Background: an optimization exercise with open tools, aiming at small area. Do not read the settings as production practice.
The RTL was checked by simulation tests, not by an equivalence proof against the original design.
Power figures rest on the tool's default switching activity, not on a simulated workload.

==> flow/design.v (excerpt) <==
module cfc (
    input  wire        clk,
    input  wire        rst,             
    input  wire        tx_we,
    input  wire [3:0]  tx_waddr,
    input  wire [15:0] tx_wdata,
    input  wire        start,
    input  wire [3:0]  start_cnt_m1,    
    input  wire [15:0] start_timeout,   
    input  wire        line_in,
    output reg         line_out,
    input  wire        abort_ok,
    input  wire [5:0]  rx_raddr,
    output wire [15:0] rx_rdata,
    output wire        busy,
    output reg         done,
    output reg  [1:0]  outcome,         
    output reg  [5:0]  rx_len,
    output wire        halted,
    output reg  [15:0] perrcnt
);
    localparam [2:0] S_IDLE = 3'b000;
    localparam [2:0] S_ARM  = 3'b001;
    localparam [2:0] S_FLY  = 3'b011;
    localparam [2:0] S_TD   = 3'b010;
    localparam [2:0] S_HALT = 3'b100;
    localparam [1:0] TX_PRE  = 2'd0;    
    localparam [1:0] TX_WORD = 2'd1;
    localparam [1:0] TX_END  = 2'd2;    
    localparam [1:0] TX_OFF  = 2'd3;
    localparam [2:0] RX_QUIET = 3'd0;
    localparam [2:0] RX_ARM   = 3'd1;
    localparam [2:0] RX_HIGH  = 3'd2;
    localparam [2:0] RX_Z     = 3'd3;
    localparam [2:0] RX_P1    = 3'd4;
    localparam [2:0] RX_P2    = 3'd5;
    localparam [2:0] RX_P3    = 3'd6;
    localparam [2:0] RX_FRAME = 3'd7;
    reg [2:0]   st;
    wire idle   = (st == S_IDLE);
    wire armed  = (st == S_ARM);
    wire fly    = (st == S_FLY);
    wire td     = (st == S_TD);
    wire hlt    = st[2];
    assign busy   = st[0] | st[1];
    assign halted = hlt;
    reg [9:0]   txb [0:15];
    always @(posedge clk)
        if (!rst && !busy && tx_we)
  ...
clock: 10.0 ns
lec_check: 0
cap_margin: 20
core_margin: 2
core_utilization: 40
slew_margin: 20
standard.sh (not shown) runs the stock make flow with config.mk's settings and CLKGATE_MAP_FILE= SYNTH_SCRIPT=/design/flow/synth_recipe.tcl, a recipe that flattens the netlist after the stock synthesis.
==> flow/flow/run.sh <==
#!/bin/bash
# Standard ORFS layout (the standard.sh) with these changes:
# - synthesis: flow/synth.tcl, the standard synthesis script with ABC's final
#   buffering and gate sizing left out (registers and names unchanged);
# - ports are buffered with the smallest buffer, sky130_fd_sc_hd__buf_1;
# - clock tree built from clkbuf_8 in small clusters, without dummy loads.
set -euo pipefail
export FLOW_ABC_SCRIPT="$PWD/flow/abc_nobuf.script"
bash standard.sh finish \
  "SYNTH_SCRIPT=$PWD/flow/synth.tcl" \
  "BUFFER_PORTS_ARGS=-buffer_cell sky130_fd_sc_hd__buf_1" \
  "CTS_ARGS=-sink_clustering_enable -repair_clock_nets -buf_list sky130_fd_sc_hd__clkbuf_8 -sink_clustering_size 18 -sink_clustering_max_diameter 60 -dont_use_dummy_load" \
  > standard_flow.log 2>&1
==> flow/flow/abc_nobuf.script <==
&get -n
&st
&dch
&nf
&st
&syn2
&if -g -K 6
&synch2
&nf
&st
&syn2
&if -g -K 6
&synch2
&nf
&st
&syn2
&if -g -K 6
&synch2
&nf
&st
&syn2
&if -g -K 6
&synch2
&nf
&st
&syn2
&if -g -K 6
&synch2
&nf
&put
==> flow/flow/synth.tcl <==
# synth_recipe.tcl (the standard synthesis) with one change: the ABC mapping
# script is ORFS's abc_speed.script without its final buffering and sizing
# steps (buffer, topo, stime, upsize, dnsize); placement repairs drive strength.
proc synth {args} { yosys synth -nofsm -noshare {*}$args }
proc abc {args} {
  set i [lsearch -exact $args -script]
  if {$i >= 0} { set args [lreplace $args [expr {$i+1}] [expr {$i+1}] $::env(FLOW_ABC_SCRIPT)] }
  yosys abc {*}$args
}
source $::env(SCRIPTS_DIR)/synth.tcl
# left out here: clear keep_hierarchy, flatten, clean up, hide names made inside functions, write 1_2_yosys.v
Edit:
==> flow/flow/run.sh (replaced) <==
#!/bin/bash
# Standard ORFS layout (the standard.sh, standard synthesis unchanged) with two changes:
# - ports are buffered with the smallest buffer, sky130_fd_sc_hd__buf_1;
# - clock tree built from clkbuf_8 in small clusters, without dummy loads.
set -euo pipefail
bash standard.sh finish \
  "BUFFER_PORTS_ARGS=-buffer_cell sky130_fd_sc_hd__buf_1" \
  "CTS_ARGS=-sink_clustering_enable -repair_clock_nets -buf_list sky130_fd_sc_hd__clkbuf_8 -sink_clustering_size 20 -sink_clustering_max_diameter 60 -dont_use_dummy_load" \
  > standard_flow.log 2>&1
removed: flow/flow/abc_nobuf.script
removed: flow/flow/synth.tcl
The new run completed with no timing, DRC or antenna violations.
Setup slack gets worse by 52 ps.
Design area is about the same.
Fmax fell slightly.
Clock power is about the same.
Global-route usage fell by 0.12 points.
Register-to-register slack gets worse by 120 ps.
Power fell slightly.
Wire length rose slightly.
Non-clock buffer count fell by 3.
Via count hardly moves.
Edit:
--- a/flow/flow/run.sh
+++ b/flow/flow/run.sh
@@ -6,4 +6,4 @@
 bash standard.sh finish \
   "BUFFER_PORTS_ARGS=-buffer_cell sky130_fd_sc_hd__buf_1" \
-  "CTS_ARGS=-sink_clustering_enable -repair_clock_nets -buf_list sky130_fd_sc_hd__clkbuf_8 -sink_clustering_size 20 -sink_clustering_max_diameter 60 -dont_use_dummy_load" \
+  "CTS_ARGS=-sink_clustering_enable -repair_clock_nets -buf_list sky130_fd_sc_hd__clkbuf_8 -sink_clustering_size 18 -sink_clustering_max_diameter 60 -dont_use_dummy_load" \
   > standard_flow.log 2>&1
=>
- die area is unchanged
- final cell count is about the same
- power increases by 0.69%
- global-route usage barely changes
- setup slack gets better by 4.7 ps
- worst hold slack is better by 5.2 ps
- routed wire length is higher by 0.42%
- synthesized area stays the same
- core utilization hardly moves
- via count barely changes
Edit:
--- a/flow/flow/run.sh
+++ b/flow/flow/run.sh
@@ -6,4 +6,4 @@
 bash standard.sh finish \
   "BUFFER_PORTS_ARGS=-buffer_cell sky130_fd_sc_hd__buf_1" \
-  "CTS_ARGS=-sink_clustering_enable -repair_clock_nets -buf_list sky130_fd_sc_hd__clkbuf_8 -sink_clustering_size 18 -sink_clustering_max_diameter 60 -dont_use_dummy_load" \
+  "CTS_ARGS=-sink_clustering_enable -repair_clock_nets -buf_list sky130_fd_sc_hd__clkbuf_16 -sink_clustering_size 30 -sink_clustering_max_diameter 80 -dont_use_dummy_load" \
   > standard_flow.log 2>&1
The changed run produced a clean layout.
Non-clock buffer count does not change.
First-iteration DRC count climbs by about 19%.
Critical path depth does not change.
Edit:
--- a/flow/flow/run.sh
+++ b/flow/flow/run.sh
@@ -6,4 +6,4 @@
 bash standard.sh finish \
   "BUFFER_PORTS_ARGS=-buffer_cell sky130_fd_sc_hd__buf_1" \
-  "CTS_ARGS=-sink_clustering_enable -repair_clock_nets -buf_list sky130_fd_sc_hd__clkbuf_16 -sink_clustering_size 30 -sink_clustering_max_diameter 80 -dont_use_dummy_load" \
+  "CTS_ARGS=-sink_clustering_enable -repair_clock_nets -buf_list sky130_fd_sc_hd__clkbuf_8 -sink_clustering_size 20 -sink_clustering_max_diameter 60 -dont_use_dummy_load" \
   > standard_flow.log 2>&1
- CAP_MARGIN: 20 -> 0
- SLEW_MARGIN: 20 -> 0
=> Worst setup slack is better by 14 ps; total power fell by a few percent; hold slack gets worse by 52 ps; cell count went up slightly; global-route usage went up by 0.25 points; wire length grows slightly; clock power decreases by roughly a tenth; non-clock buffer count fell by 1; area after synthesis does not change; sequential power stays flat; clock-buffer cell count goes up by 14.
Edit:
--- a/flow/flow/run.sh
+++ b/flow/flow/run.sh
@@ -6,4 +6,4 @@
 bash standard.sh finish \
   "BUFFER_PORTS_ARGS=-buffer_cell sky130_fd_sc_hd__buf_1" \
-  "CTS_ARGS=-sink_clustering_enable -repair_clock_nets -buf_list sky130_fd_sc_hd__clkbuf_8 -sink_clustering_size 20 -sink_clustering_max_diameter 60 -dont_use_dummy_load" \
+  "CTS_ARGS=-sink_clustering_enable -repair_clock_nets -buf_list {sky130_fd_sc_hd__clkbuf_4 sky130_fd_sc_hd__clkbuf_8 sky130_fd_sc_hd__clkbuf_16} -sink_clustering_size 20 -sink_clustering_max_diameter 60 -dont_use_dummy_load" \
   > standard_flow.log 2>&1
- CAP_MARGIN: 0 -> 20
- SLEW_MARGIN: 0 -> 20
After rerunning: The new run passed the timing, design-rule and antenna checks; critical path depth is unchanged; combinational power hardly moves; power climbs by 10%; design area climbs by 2.1%; global-route usage climbs by 0.11 points; area after synthesis is unchanged; count of clock-buffer cells in the layout drops by 1; die area stays the same; sequential share of layout area drops by 1.2 points; clock skew drops by 25 ps; sequential power hardly moves.

afterwards: timing with drivers on the ports:
The flow's constraints put no driver on any port. The routed layouts listed below were extracted and timed again, unchanged, in two steps. Step 1 (the two cells are an assumption about what drives the block):
set clk [get_ports {clk}]
set_driving_cell -lib_cell sky130_fd_sc_hd__clkbuf_16 $clk
set_driving_cell -lib_cell sky130_fd_sc_hd__buf_2 [delete_from_list [all_inputs] $clk]
Step 2, shift: input delay + t, output delay - t, t = (earliest + latest rising clock arrival at the registers) / 2. This alone moves slack from input paths to output paths. a / b / c = ideal / step 1 / step 2; a / b = the first two.
run	t, ns	setup slack, ns	worst setup path after step 2	cell pins on the clock port's net
the first run	0.650	2.499 / 2.475 / 2.475	input to output	1
the second run	0.651	2.447 / 2.410 / 2.410	input to output	1
the third run	0.639	2.452 / 2.415 / 2.415	input to output	1
the fourth run	0.624	2.442 / 2.404 / 2.404	input to output	1
the fifth run	0.647	2.456 / 2.420 / 2.420	input to output	1
the sixth run	0.597	2.445 / 2.407 / 2.407	input to output	1
After both steps setup and hold are still met in every run listed.
